Background: an optimization exercise with open tools, aiming at small area. Do not read the settings as production practice. In this exercise RTL edits were held to simulation tests only and were not proved equivalent to the original. Power figures rest on the tool's default switching activity, not on a simulated workload.

**flow/design.v**
```verilog
module kachel_chanmap (
    input  wire [7:0] ch,
    output reg  [4:0] pos,
    output reg  [7:0] mask
);
  always @(*) begin
    case (ch)
      8'd0  : begin pos = 5'd0 ; mask = 8'h01; end
      8'd1  : begin pos = 5'd0 ; mask = 8'h04; end
      8'd2  : begin pos = 5'd0 ; mask = 8'h20; end
      8'd3  : begin pos = 5'd1 ; mask = 8'h01; end
      8'd4  : begin pos = 5'd1 ; mask = 8'h04; end
      8'd5  : begin pos = 5'd1 ; mask = 8'h20; end
      8'd6  : begin pos = 5'd2 ; mask = 8'h01; end
      8'd7  : begin pos = 5'd2 ; mask = 8'h04; end
      8'd8  : begin pos = 5'd2 ; mask = 8'h20; end
      8'd9  : begin pos = 5'd3 ; mask = 8'h01; end
      8'd10 : begin pos = 5'd3 ; mask = 8'h04; end
      8'd11 : begin pos = 5'd3 ; mask = 8'h20; end
      8'd12 : begin pos = 5'd4 ; mask = 8'h01; end
      8'd13 : begin pos = 5'd4 ; mask = 8'h04; end
      8'd14 : begin pos = 5'd4 ; mask = 8'h20; end
      8'd15 : begin pos = 5'd5 ; mask = 8'h01; end
      8'd16 : begin pos = 5'd5 ; mask = 8'h04; end
      8'd17 : begin pos = 5'd5 ; mask = 8'h20; end
      8'd18 : begin pos = 5'd6 ; mask = 8'h01; end
      8'd19 : begin pos = 5'd6 ; mask = 8'h04; end
      8'd20 : begin pos = 5'd6 ; mask = 8'h20; end
      8'd21 : begin pos = 5'd7 ; mask = 8'h01; end
      8'd22 : begin pos = 5'd7 ; mask = 8'h04; end
      8'd23 : begin pos = 5'd7 ; mask = 8'h20; end
      8'd24 : begin pos = 5'd15; mask = 8'h01; end
      8'd25 : begin pos = 5'd15; mask = 8'h04; end
      8'd26 : begin pos = 5'd15; mask = 8'h20; end
      8'd27 : begin pos = 5'd14; mask = 8'h01; end
      8'd28 : begin pos = 5'd14; mask = 8'h04; end
      8'd29 : begin pos = 5'd14; mask = 8'h20; end
      8'd30 : begin pos = 5'd13; mask = 8'h01; end
      8'd31 : begin pos = 5'd13; mask = 8'h04; end
      8'd32 : begin pos = 5'd13; mask = 8'h20; end
      8'd33 : begin pos = 5'd12; mask = 8'h01; end
      8'd34 : begin pos = 5'd12; mask = 8'h04; end
      8'd35 : begin pos = 5'd12; mask = 8'h20; end
      8'd36 : begin pos = 5'd11; mask = 8'h01; end
      8'd37 : begin pos = 5'd11; mask = 8'h04; end
      8'd38 : begin pos = 5'd11; mask = 8'h20; end
      8'd39 : begin pos = 5'd10; mask = 8'h01; end
      8'd40 : begin pos = 5'd10; mask = 8'h04; end
      8'd41 : begin pos = 5'd10; mask = 8'h20; end
      8'd42 : begin pos = 5'd9 ; mask = 8'h01; end
      8'd43 : begin pos = 5'd9 ; mask = 8'h04; end
      8'd44 : begin pos = 5'd9 ; mask = 8'h20; end
      8'd45 : begin pos = 5'd8 ; mask = 8'h01; end
      8'd46 : begin pos = 5'd8 ; mask = 8'h04; end
      8'd47 : begin pos = 5'd8 ; mask = 8'h20; end
      8'd48 : begin pos = 5'd16; mask = 8'h01; end
      8'd49 : begin pos = 5'd16; mask = 8'h04; end
      8'd50 : begin pos = 5'd16; mask = 8'h20; end
      8'd51 : begin pos = 5'd17; mask = 8'h01; end
      8'd52 : begin pos = 5'd17; mask = 8'h04; end
      8'd53 : begin pos = 5'd17; mask = 8'h20; end
      8'd54 : begin pos = 5'd18; mask = 8'h01; end
      8'd55 : begin pos = 5'd18; mask = 8'h04; end
      8'd56 : begin pos = 5'd18; mask = 8'h20; end
      8'd57 : begin pos = 5'd19; mask = 8'h01; end
      8'd58 : begin pos = 5'd19; mask = 8'h04; end
      8'd59 : begin pos = 5'd19; mask = 8'h20; end
      8'd60 : begin pos = 5'd20; mask = 8'h01; end
      8'd61 : begin pos = 5'd20; mask = 8'h04; end
      8'd62 : begin pos = 5'd20; mask = 8'h20; end
      8'd63 : begin pos = 5'd21; mask = 8'h01; end
      8'd64 : begin pos = 5'd21; mask = 8'h04; end
      8'd65 : begin pos = 5'd21; mask = 8'h20; end
      8'd66 : begin pos = 5'd22; mask = 8'h01; end
      8'd67 : begin pos = 5'd22; mask = 8'h04; end
      8'd68 : begin pos = 5'd22; mask = 8'h20; end
      8'd69 : begin pos = 5'd23; mask = 8'h01; end
      8'd70 : begin pos = 5'd23; mask = 8'h04; end
      8'd71 : begin pos = 5'd23; mask = 8'h20; end
      8'd72 : begin pos = 5'd31; mask = 8'h01; end
      8'd73 : begin pos = 5'd31; mask = 8'h04; end
      8'd74 : begin pos = 5'd31; mask = 8'h20; end
      8'd75 : begin pos = 5'd30; mask = 8'h01; end
      8'd76 : begin pos = 5'd30; mask = 8'h04; end
      8'd77 : begin pos = 5'd30; mask = 8'h20; end
      8'd78 : begin pos = 5'd29; mask = 8'h01; end
      8'd79 : begin pos = 5'd29; mask = 8'h04; end
      8'd80 : begin pos = 5'd29; mask = 8'h20; end
      8'd81 : begin pos = 5'd28; mask = 8'h01; end
      8'd82 : begin pos = 5'd28; mask = 8'h04; end
      8'd83 : begin pos = 5'd28; mask = 8'h20; end
      8'd84 : begin pos = 5'd27; mask = 8'h01; end
      8'd85 : begin pos = 5'd27; mask = 8'h04; end
      8'd86 : begin pos = 5'd27; mask = 8'h20; end
      8'd87 : begin pos = 5'd26; mask = 8'h01; end
      8'd88 : begin pos = 5'd26; mask = 8'h04; end
      8'd89 : begin pos = 5'd26; mask = 8'h20; end
      8'd90 : begin pos = 5'd25; mask = 8'h01; end
      8'd91 : begin pos = 5'd25; mask = 8'h04; end
      8'd92 : begin pos = 5'd25; mask = 8'h20; end
      8'd93 : begin pos = 5'd24; mask = 8'h01; end
      8'd94 : begin pos = 5'd24; mask = 8'h04; end
      8'd95 : begin pos = 5'd24; mask = 8'h20; end
      8'd96 : begin pos = 5'd0 ; mask = 8'h02; end
      8'd97 : begin pos = 5'd0 ; mask = 8'h10; end
      8'd98 : begin pos = 5'd0 ; mask = 8'h40; end
      8'd99 : begin pos = 5'd1 ; mask = 8'h02; end
      8'd100: begin pos = 5'd1 ; mask = 8'h10; end
      8'd101: begin pos = 5'd1 ; mask = 8'h40; end
      8'd102: begin pos = 5'd2 ; mask = 8'h02; end
      8'd103: begin pos = 5'd2 ; mask = 8'h10; end
      8'd104: begin pos = 5'd2 ; mask = 8'h40; end
      8'd105: begin pos = 5'd3 ; mask = 8'h02; end
      8'd106: begin pos = 5'd3 ; mask = 8'h10; end
      8'd107: begin pos = 5'd3 ; mask = 8'h40; end
      8'd108: begin pos = 5'd4 ; mask = 8'h02; end
      8'd109: begin pos = 5'd4 ; mask = 8'h10; end
      8'd110: begin pos = 5'd4 ; mask = 8'h40; end
      8'd111: begin pos = 5'd5 ; mask = 8'h02; end
      8'd112: begin pos = 5'd5 ; mask = 8'h10; end
      8'd113: begin pos = 5'd5 ; mask = 8'h40; end
      8'd114: begin pos = 5'd6 ; mask = 8'h02; end
      8'd115: begin pos = 5'd6 ; mask = 8'h10; end
      8'd116: begin pos = 5'd6 ; mask = 8'h40; end
      8'd117: begin pos = 5'd7 ; mask = 8'h02; end
      8'd118: begin pos = 5'd7 ; mask = 8'h10; end
      8'd119: begin pos = 5'd7 ; mask = 8'h40; end
      8'd120: begin pos = 5'd15; mask = 8'h02; end
      8'd121: begin pos = 5'd15; mask = 8'h10; end
      8'd122: begin pos = 5'd15; mask = 8'h40; end
      8'd123: begin pos = 5'd14; mask = 8'h02; end
      8'd124: begin pos = 5'd14; mask = 8'h10; end
      8'd125: begin pos = 5'd14; mask = 8'h40; end
      8'd126: begin pos = 5'd13; mask = 8'h02; end
      8'd127: begin pos = 5'd13; mask = 8'h10; end
      8'd128: begin pos = 5'd13; mask = 8'h40; end
      8'd129: begin pos = 5'd12; mask = 8'h02; end
      8'd130: begin pos = 5'd12; mask = 8'h10; end
      8'd131: begin pos = 5'd12; mask = 8'h40; end
      8'd132: begin pos = 5'd11; mask = 8'h02; end
      8'd133: begin pos = 5'd11; mask = 8'h10; end
      8'd134: begin pos = 5'd11; mask = 8'h40; end
      8'd135: begin pos = 5'd10; mask = 8'h02; end
      8'd136: begin pos = 5'd10; mask = 8'h10; end
      8'd137: begin pos = 5'd10; mask = 8'h40; end
      8'd138: begin pos = 5'd9 ; mask = 8'h02; end
      8'd139: begin pos = 5'd9 ; mask = 8'h10; end
      8'd140: begin pos = 5'd9 ; mask = 8'h40; end
      8'd141: begin pos = 5'd8 ; mask = 8'h02; end
      8'd142: begin pos = 5'd8 ; mask = 8'h10; end
      8'd143: begin pos = 5'd8 ; mask = 8'h40; end
      8'd144: begin pos = 5'd16; mask = 8'h02; end
      8'd145: begin pos = 5'd16; mask = 8'h10; end
      8'd146: begin pos = 5'd16; mask = 8'h40; end
      8'd147: begin pos = 5'd17; mask = 8'h02; end
      8'd148: begin pos = 5'd17; mask = 8'h10; end
      8'd149: begin pos = 5'd17; mask = 8'h40; end
      8'd150: begin pos = 5'd18; mask = 8'h02; end
      8'd151: begin pos = 5'd18; mask = 8'h10; end
      8'd152: begin pos = 5'd18; mask = 8'h40; end
      8'd153: begin pos = 5'd19; mask = 8'h02; end
      8'd154: begin pos = 5'd19; mask = 8'h10; end
      8'd155: begin pos = 5'd19; mask = 8'h40; end
      8'd156: begin pos = 5'd20; mask = 8'h02; end
      8'd157: begin pos = 5'd20; mask = 8'h10; end
      8'd158: begin pos = 5'd20; mask = 8'h40; end
      8'd159: begin pos = 5'd21; mask = 8'h02; end
      8'd160: begin pos = 5'd21; mask = 8'h10; end
      8'd161: begin pos = 5'd21; mask = 8'h40; end
      8'd162: begin pos = 5'd22; mask = 8'h02; end
      8'd163: begin pos = 5'd22; mask = 8'h10; end
      8'd164: begin pos = 5'd22; mask = 8'h40; end
      8'd165: begin pos = 5'd23; mask = 8'h02; end
      8'd166: begin pos = 5'd23; mask = 8'h10; end
      8'd167: begin pos = 5'd23; mask = 8'h40; end
      8'd168: begin pos = 5'd31; mask = 8'h02; end
      8'd169: begin pos = 5'd31; mask = 8'h10; end
      8'd170: begin pos = 5'd31; mask = 8'h40; end
      8'd171: begin pos = 5'd30; mask = 8'h02; end
      8'd172: begin pos = 5'd30; mask = 8'h10; end
      8'd173: begin pos = 5'd30; mask = 8'h40; end
      8'd174: begin pos = 5'd29; mask = 8'h02; end
      8'd175: begin pos = 5'd29; mask = 8'h10; end
      8'd176: begin pos = 5'd29; mask = 8'h40; end
      8'd177: begin pos = 5'd28; mask = 8'h02; end
      8'd178: begin pos = 5'd28; mask = 8'h10; end
      8'd179: begin pos = 5'd28; mask = 8'h40; end
      8'd180: begin pos = 5'd27; mask = 8'h02; end
      8'd181: begin pos = 5'd27; mask = 8'h10; end
      8'd182: begin pos = 5'd27; mask = 8'h40; end
      8'd183: begin pos = 5'd26; mask = 8'h02; end
      8'd184: begin pos = 5'd26; mask = 8'h10; end
      8'd185: begin pos = 5'd26; mask = 8'h40; end
      8'd186: begin pos = 5'd25; mask = 8'h02; end
      8'd187: begin pos = 5'd25; mask = 8'h10; end
      8'd188: begin pos = 5'd25; mask = 8'h40; end
      8'd189: begin pos = 5'd24; mask = 8'h02; end
      8'd190: begin pos = 5'd24; mask = 8'h10; end
      8'd191: begin pos = 5'd24; mask = 8'h40; end
      default: begin pos = 5'd0; mask = 8'h00; end
    endcase
  end
endmodule
module kachel_planebuf (
    input  wire       clk,
    input  wire       rst,
    input  wire       we,
    input  wire [8:0] waddr,
    input  wire [7:0] wdata,
    input  wire [8:0] raddr_a,
    output wire [7:0] rdata_a,
    input  wire [8:0] raddr_b,
    output wire [7:0] rdata_b
);
  reg [4095:0] mem_q;
  genvar i;
  generate
    for (i = 0; i < 512; i = i + 1) begin : g_byte
      always @(posedge clk) begin
        if (rst)
          mem_q[i*8 +: 8] <= 8'h00;
        else if (we && waddr == i)
          mem_q[i*8 +: 8] <= wdata;
      end
    end
  endgenerate
  assign rdata_a = mem_q[raddr_a*8 +: 8];
  assign rdata_b = mem_q[raddr_b*8 +: 8];
endmodule
module kachel_core (
    input  wire       clk,
    input  wire       rst,         
    input  wire       tick,        
    input  wire       latch_in,    
    input  wire       ser_done,    
    input  wire [7:0] ser_data,    
    output reg  [7:0] drv_data,    
    output reg        drv_clk,     
    output reg        drv_lat,     
    output reg        drv_blank,   
    output reg        front_sel,   
    output reg  [2:0] bam_step     
);
  localparam [11:0] P0    = 12'd16;   
  localparam [5:0]  T_CLR = 6'd4;      
  localparam [2:0] S_CLR1  = 3'd0,    
                   S_ZERO  = 3'd1,    
                   S_CLR2  = 3'd2,    
                   S_CLAT  = 3'd3,    
                   S_CLR3  = 3'd4,    
                   S_IDLE  = 3'd5,    
                   S_LATW  = 3'd6,    
                   S_SHIFT = 3'd7;    
  localparam [1:0] C_TEST = 2'd0, C_ASM = 2'd1, C_INC = 2'd2, C_CLR = 2'd3;
  reg  [2:0]  seq_state;
  reg  [5:0]  seq_cnt;
  reg         tx_buf;
  reg  [2:0]  tx_plane;
  reg         gie;
  reg         tmr_run, tmr_pend;
  reg  [11:0] tmr_cnt, tmr_reload;
  reg         latch_s, lat_pend;
  reg         ser_flag;
  reg  [7:0]  ser_byte;
  reg         ser_ie, cmd_second;
  reg  [7:0]  rx_byte, rx_count;
  reg         rx_valid;
  reg  [1:0]  c_phase;
  reg  [7:0]  c_val, c_ch;
  reg  [2:0]  c_plane;
  wire tx_idle    = (seq_state == S_IDLE);
  wire svc_timer  = gie && tmr_pend && tx_idle;
  wire svc_latch  = gie && lat_pend && !svc_timer;
  wire svc_serial = gie && ser_ie && ser_flag && !svc_timer && !svc_latch;
  wire resync     = svc_serial && cmd_second;
  wire boot_done  = (seq_state == S_CLR3) && (seq_cnt == T_CLR - 6'd1);
  wire [4:0] map_pos;
  wire [7:0] map_mask;
  kachel_chanmap u_map (.ch(c_ch), .pos(map_pos), .mask(map_mask));
  wire [8:0] tx_addr  = {tx_buf, tx_plane, seq_cnt[5:1]};
  wire [8:0] asm_addr = {~front_sel, c_plane, map_pos};
  wire [7:0] tx_rdata, asm_rdata;
  wire       asm_we   = (c_phase == C_ASM);
  wire [7:0] asm_wdata = c_val[c_plane] ? (asm_rdata | map_mask)
                                        : (asm_rdata & ~map_mask);
  kachel_planebuf u_buf (
      .clk(clk), .rst(rst),
      .we(asm_we), .waddr(asm_addr), .wdata(asm_wdata),
      .raddr_a(tx_addr), .rdata_a(tx_rdata),
      .raddr_b(asm_addr), .rdata_b(asm_rdata)
  );
  always @(posedge clk) begin
    if (rst) begin
      seq_state <= S_CLR1;
      seq_cnt   <= 6'd0;
      tx_buf    <= 1'b0;
      tx_plane  <= 3'd0;
      gie       <= 1'b0;
      drv_data  <= 8'h00;
      drv_clk   <= 1'b0;
      drv_lat   <= 1'b0;
      drv_blank <= 1'b1;
    end else begin
      case (seq_state)
        S_CLR1: begin
          seq_cnt <= seq_cnt + 6'd1;
          if (seq_cnt == T_CLR - 6'd1) begin
            seq_cnt   <= 6'd0;
            seq_state <= S_ZERO;
          end
        end
        S_ZERO: begin
          drv_data <= 8'h00;
          drv_clk  <= seq_cnt[0];
          seq_cnt  <= seq_cnt + 6'd1;
          if (seq_cnt == 6'd63) begin
            seq_cnt   <= 6'd0;
            seq_state <= S_CLR2;
          end
        end
        S_CLR2: begin
          drv_clk <= 1'b0;
          seq_cnt <= seq_cnt + 6'd1;
          if (seq_cnt == T_CLR - 6'd1) begin
            seq_cnt   <= 6'd0;
            seq_state <= S_CLAT;
          end
        end
        S_CLAT: begin
          drv_lat   <= 1'b1;
          seq_state <= S_CLR3;
        end
        S_CLR3: begin
          drv_lat <= 1'b0;
          seq_cnt <= seq_cnt + 6'd1;
          if (boot_done) begin
            seq_cnt   <= 6'd0;
            drv_blank <= 1'b0;
            gie       <= 1'b1;
            seq_state <= S_IDLE;
          end
        end
        S_IDLE: begin
          drv_clk <= 1'b0;
          if (svc_timer) begin
            drv_lat   <= 1'b1;               
            tx_buf    <= front_sel;
            tx_plane  <= bam_step + 3'd1;
            seq_state <= S_LATW;
          end
        end
        S_LATW: begin
          drv_lat   <= 1'b0;
          seq_cnt   <= 6'd0;
          seq_state <= S_SHIFT;
        end
        S_SHIFT: begin
          if (!seq_cnt[0]) begin
            drv_data <= tx_rdata;
            drv_clk  <= 1'b0;
          end else begin
            drv_clk  <= 1'b1;
          end
          seq_cnt <= seq_cnt + 6'd1;
          if (seq_cnt == 6'd63)
            seq_state <= S_IDLE;
        end
      endcase
    end
  end
  reg        run_n, pend_n;
  reg [11:0] cnt_n, reload_n;
  reg [2:0]  step_n;
  always @(*) begin
    run_n    = tmr_run;
    pend_n   = tmr_pend;
    cnt_n    = tmr_cnt;
    reload_n = tmr_reload;
    step_n   = bam_step;
    if (svc_timer) begin
      pend_n   = 1'b0;
      reload_n = P0 << bam_step;
      cnt_n    = reload_n;
      step_n   = bam_step + 3'd1;
      run_n    = 1'b1;
    end else if (resync) begin
      step_n   = 3'd0;
      reload_n = P0;
      cnt_n    = P0;
      run_n    = 1'b1;
    end
    if (boot_done)
      run_n = 1'b1;
    if (tick && run_n) begin
      if (cnt_n <= 12'd1) begin
        cnt_n  = reload_n;
        pend_n = 1'b1;
      end else begin
        cnt_n  = cnt_n - 12'd1;
      end
    end
  end
  always @(posedge clk) begin
    if (rst) begin
      tmr_run    <= 1'b0;
      tmr_pend   <= 1'b0;
      tmr_cnt    <= P0;
      tmr_reload <= P0;
      bam_step   <= 3'd0;
    end else begin
      tmr_run    <= run_n;
      tmr_pend   <= pend_n;
      tmr_cnt    <= cnt_n;
      tmr_reload <= reload_n;
      bam_step   <= step_n;
    end
  end
  always @(posedge clk) begin
    if (rst) begin
      latch_s    <= latch_in;
      lat_pend   <= 1'b0;
      ser_flag   <= 1'b0;
      ser_byte   <= 8'h00;
      ser_ie     <= 1'b0;
      cmd_second <= 1'b0;
      rx_byte    <= 8'h00;
      rx_count   <= 8'd0;
      rx_valid   <= 1'b0;
      c_phase    <= C_TEST;
      c_val      <= 8'h00;
      c_ch       <= 8'd0;
      c_plane    <= 3'd0;
      front_sel  <= 1'b0;
    end else begin
      if (svc_latch) begin
        lat_pend <= 1'b0;
        if (latch_s) begin
          if (ser_flag) begin
            rx_byte  <= ser_byte;
            ser_flag <= 1'b0;
            rx_valid <= 1'b1;
          end
          ser_ie <= 1'b1;
        end else begin
          ser_ie     <= 1'b0;
          cmd_second <= 1'b0;
        end
      end
      if (svc_serial) begin
        ser_flag   <= 1'b0;
        rx_byte    <= 8'h00;
        rx_count   <= 8'd0;
        rx_valid   <= 1'b0;
        cmd_second <= 1'b1;
      end
      latch_s <= latch_in;
      if (latch_in != latch_s)
        lat_pend <= 1'b1;
      if (ser_done) begin
        ser_byte <= ser_data;
        ser_flag <= 1'b1;
      end
      if (gie) begin
        case (c_phase)
          C_TEST: begin
            if (rx_valid) begin
              if (rx_count < 8'd192) begin
                c_val   <= rx_byte;
                c_ch    <= rx_count;
                c_plane <= 3'd0;
                c_phase <= C_ASM;
              end else begin
                front_sel <= ~front_sel;
                rx_count  <= 8'd0;
              end
            end
          end
          C_ASM: begin
            c_plane <= c_plane + 3'd1;
            if (c_plane == 3'd7)
              c_phase <= C_INC;
          end
          C_INC: begin
            rx_count <= (svc_serial ? 8'd0 : rx_count) + 8'd1;
            c_phase  <= C_CLR;
          end
          C_CLR: begin
            rx_valid <= 1'b0;
            c_phase  <= C_TEST;
          end
        endcase
      end
    end
  end
endmodule
```
**flow/constraint.sdc**
```tcl
create_clock -name core_clock -period 20.0 [get_ports {clk}]
set_input_delay 4.0000 -clock core_clock [delete_from_list [all_inputs] [get_ports {clk}]]
set_output_delay 4.0000 -clock core_clock [all_outputs]
set_load 0.01 [all_outputs]
```
**flow/run.sh**
```bash
#!/bin/bash
# synth_recipe.tcl (not shown) runs the flow's synth.tcl, then flattens the netlist and writes it again
# the make line also repeats each setting of config.mk as NAME=value (left out here)
make -C /OpenROAD-flow-scripts/flow DESIGN_CONFIG=/design/flow/config.mk WORK_HOME=/design/flow/orfs CLKGATE_MAP_FILE= SYNTH_SCRIPT=/design/flow/synth_recipe.tcl finish
```
**flow/config.mk**
```make
export PLATFORM = sky130hd
export DESIGN_NAME = kachel_core
export DESIGN_NICKNAME = kachel_core
export VERILOG_FILES = /design/flow/design.v
export SDC_FILE = /design/flow/constraint.sdc
export NUM_CORES = 8
export LEC_CHECK = 0
export CAP_MARGIN = 20
export CORE_MARGIN = 2
export CORE_UTILIZATION = 35
export GPL_ROUTABILITY_DRIVEN = 1
export PLACE_DENSITY = 0.45
export SLEW_MARGIN = 20
```
==> run notes <==
## metrics by stage
stage	power [mW]	util, %	cells	setup WS (ns)	hold WS [ns]
2_1_floorplan	9.17	-	20608	12.74	0.432
3_3_place_gp	9.37	36.2	26952	10.90	0.439
3_5_place_dp	9.36	36.2	26953	10.91	0.447
4_1_cts	18.6	39.1	27837	11.56	0.456
5_1_grt	19.0	39.1	27844	11.19	0.468
6_report	18.5	39.1	27881	11.34	0.455
## layout make-up
class	instances	area, um2	share of cell area (%)
Antenna cell	38	95.1	0.0421
Clock buffer	710	14200	6.28
Clock inverter	174	2280	1.01
Inverter	36	146	0.0649
Multi-Input combinational cell	14483	111000	49.0
Sequential cell	4213	84400	37.4
Tap cell	7727	9670	4.28
Timing Repair Buffer	500	4280	1.90
## cells in the mapped netlist, types with 34 or more instances
| cell type | count |
|---|---|
| a211oi_1 | 275 |
| a21oi_1 | 2407 |
| a22oi_1 | 134 |
| buf_1 | 183 |
| buf_2 | 494 |
| buf_4 | 56 |
| buf_6 | 45 |
| clkbuf_1 | 1098 |
| dfxtp_1 | 4213 |
| mux2i_1 | 360 |
| mux4_2 | 1985 |
| nand2_1 | 3799 |
| nand2b_1 | 556 |
| nand3_1 | 962 |
| nand4_1 | 34 |
| nor2_1 | 971 |
| nor2b_1 | 1064 |
| nor3_1 | 47 |
| nor4_1 | 38 |
| o21ai_0 | 455 |
| o22ai_1 | 289 |
| o32ai_1 | 362 |
| or3_1 | 331 |
## kinds of logic (layout without fill, tap and decap cells)
kind of cell / Yosys count / after routing / synth area share [%]
compound gates: 4180 / 4180 / 12.1
xor+xnor: 3 / 3 / 0.0130
fa+ha+maj: 22 / 22 / 0.135
buf+inv: 1912 / 1420 / 4.12
flops: 4213 / 4213 / 41.7
mux: 2348 / 2348 / 23.9
other cells: 0 / 38 / 0
simple gates: 7930 / 7930 / 18.1
## sequential cells by signal, indices dropped and copies added, names as in the netlist, 5 cells and up
| name | flops |
|---|---|
| drv_data | 8 |
| u_buf.waddr | 5 |
| tmr_cnt | 12 |
| seq_cnt | 6 |
| u_buf.mem_q | 4096 |
| c_ch | 8 |
| c_val | 8 |
| tmr_reload | 12 |
| ser_byte | 8 |
| map_mask | 6 |
| rx_byte | 8 |
| rx_count | 8 |
## critical path, cell delays in order, from the launching register on
cell and delay, ns:
dfxtp_4 0.65, buf_12 0.51, buf_4 0.65, buf_4 0.60
buf_4 0.61, mux4_2 0.59, mux2i_1 0.20, o22ai_1 0.26
a211oi_1 0.59, nand4_1 0.15, nor4_1 0.78, a31o_4 0.68
buf_4 0.70, buf_12 0.68, a211oi_1 0.16
## how the worst max path moves through the flow
| stage | startpoint | end | slack, ns | cells past startpoint |
|---|---|---|---|---|
| 2_1_floorplan | rst | u_buf.waddr[0] | 12.74 | 15 |
| 5_1_grt | u_buf.waddr[0] | u_buf.mem_q[853] | 11.19 | 14 |
| 3_5_place_dp | rst | u_buf.mem_q[1108] | 10.91 | 9 |
| 4_1_cts | u_buf.waddr[0] | u_buf.mem_q[1501] | 11.56 | 14 |
| 3_3_place_gp | rst | u_buf.mem_q[1138] | 10.90 | 9 |
| 6_report | u_buf.waddr[0] | u_buf.mem_q[853] | 11.34 | 14 |
## routing by layer
layer | vias up | track usage [%] | routed length (um)
met5 | - | 0.162 | 249
met4 | 36 | 15.7 | 54700
met3 | 1819 | 7.53 | 94200
met2 | 9040 | 43.5 | 385000
met1 | 86832 | 41.3 | 376000
li1 | 73328 | - | -
## power by group
part	switching (mW)	total, mW	internal [mW]
logic	0.489	0.759	0.270
clock network	3.95	9.33	5.38
registers	0.0144	8.41	8.39
==> results.py <==
metrics = {
    "power": {
        "power_density_nw_per_um2": 81.9,
        "power.leakage_nw": 68.6,
        "ir_drop_v": 0.0000791,
    },
    "timing": {
        "drv_slew": 0,
        "min_period_ns": 8.66,
        "rsz0062_at_grt": "false",
        "worst_pin_slew_ns": 1.31,
        "post-route-period-util_pct": 43.3,
        "finalHoldViolCount": 0,
        "max_freq_ghz": 0.115,
        "worst_slew_margin_rel_pct": 11.5,
        "setup_viol": 0,
        "finClkSkew_ns": 0.129,
        "tns_ns": 0,
    },
    "setup_path": {
        "worstSetupPathType": "reg -> reg",
        "rrSetupSlack_ns": 11.34,
        "reg2reg_depth": 14,
        "end_kind": "flip-flop",
        "cp_max_fo": 160,
        "cp.required_ns": 20.90,
        "crit_arrival_ns": 9.56,
        "setup.worst_path.start_class": "flip-flop",
        "r2r-start": "u_buf.waddr[0]",
        "reg2reg_to": "u_buf.mem_q[853]",
    },
    "min_path": {
        "min_path_cells": 2,
        "min_to": "c_val[2]",
        "hold_class": "reg -> reg",
        "hp-start": "c_val[2]",
    },
    "cts": {
        "ctsResizeCount": 0,
        "cts_buffer_depth": 4,
        "h-tree-depth": 5,
        "insertion_delay_ns": 1.16,
        "cts-buffers-inserted": 474,
        "cts_tree": "yes",
        "postCtsSetupRepairBufs": 0,
        "clockRootBuffer": "clkbuf_16",
        "path_clk_slew_ns": 0.06,
        "cts_hold_buffers": 0,
        "cts_sinks": 4213,
    },
    "synth": {
        "synthArstFlopShare_pct": 0,
        "ys_seq_elements": 4213,
        "syn_area_um2": 202000,
        "synth_largest_area_cell": "dfxtp_1",
        "synth-seq-area-share_pct": 41.7,
        "synth.distinct_cells": 82,
        "ys_warn_count": 3,
        "synth_edf_count": 0,
        "synth_top_area_share_pct": 41.7,
        "synthTopCellsByArea": "dfxtp_1 42%, mux4_2 22%, nand2_1 7.0%",
        "synthFlopType": "dfxtp_1",
        "syn-instance-count": 20608,
        "avgSynthCellArea_um2": 9.83,
        "syn_nets": 20642,
    },
    "detailed_routing": {
        "routed_via_density": 6.14,
        "finalWirelength_um": 910000,
        "dr_total_vias": 171055,
        "drtPass1Iterations": 19,
        "wl_per_cell_um": 32.6,
        "ant_nets": 0,
        "detail_route.iter0.violations": 23097,
        "drcViolationCount": 0,
    },
    "global_routing": {
        "antenna_found_initial": 94,
        "gr-total-overflow": 0,
        "grt.total_usage_pct": 30.0,
        "grt_pass1_vias": 158832,
        "grt_start_max_net_pins": 193,
        "grt_pass1_wl_um": 1270000,
    },
    "finish": {
        "nets": 19742,
        "drive_gt1_share_pct": 16.9,
        "layout_commonest_cell": "dfxtp_1",
        "most-common-layout-cells": "4198 x dfxtp_1, 3783 x nand2_1, 2403 x a21oi_1",
        "stdcell_area_um2": 226000,
        "area_delta_synth_final_pct": 11.4,
        "num-fill-cells": 56953,
    },
    "run": {
        "max-cap-violations": 0,
    },
    "run_status": {
        "outcome": "complete, no violations",
    },
    "floorplanning": {
        "dieArea_um2": 585000,
        "io-pin-count": 28,
        "die_w_um": 765,
        "start_util_pct": 35.1,
        "row_count": 279,
        "core_um2": 577000,
        "die_h_um": 765,
    },
    "placement": {
        "post-dp-hpwl_um": 586000,
        "place_area_um2": 209000,
        "portBuffers": 27,
        "routabilityCongestion": 0.956,
    },
}

static timing again, ports no longer ideal:
How much do the figures lean on ideal ports? The routed layout below was timed once more, with nothing changed but the port constraints.
Step 1, drivers: a clkbuf_16 drives clk and a buf_2 each remaining input, both assumed.
Step 2 adds t to the input delays and takes it off the output delays; t is the mean of the earliest and latest rising clock arrival at the registers after step 1. Input paths then give back, and output paths get back, about the clock's delay inside the block.
Slacks: ideal ports / drivers / drivers and shift; pairs: ideal ports / drivers.
t, ns: 1.222
setup slack, ns: 11.340 / 11.340 / 10.503
worst setup path after step 2: input to register
clock arrival spread, ns: 0.129 / 0.129
cell pins on the clock port's net: 1
After both steps setup and hold are still met in this run. For this run, drivers alone change the setup slack by 0.000 ns; drivers and shift together by -0.837 ns.
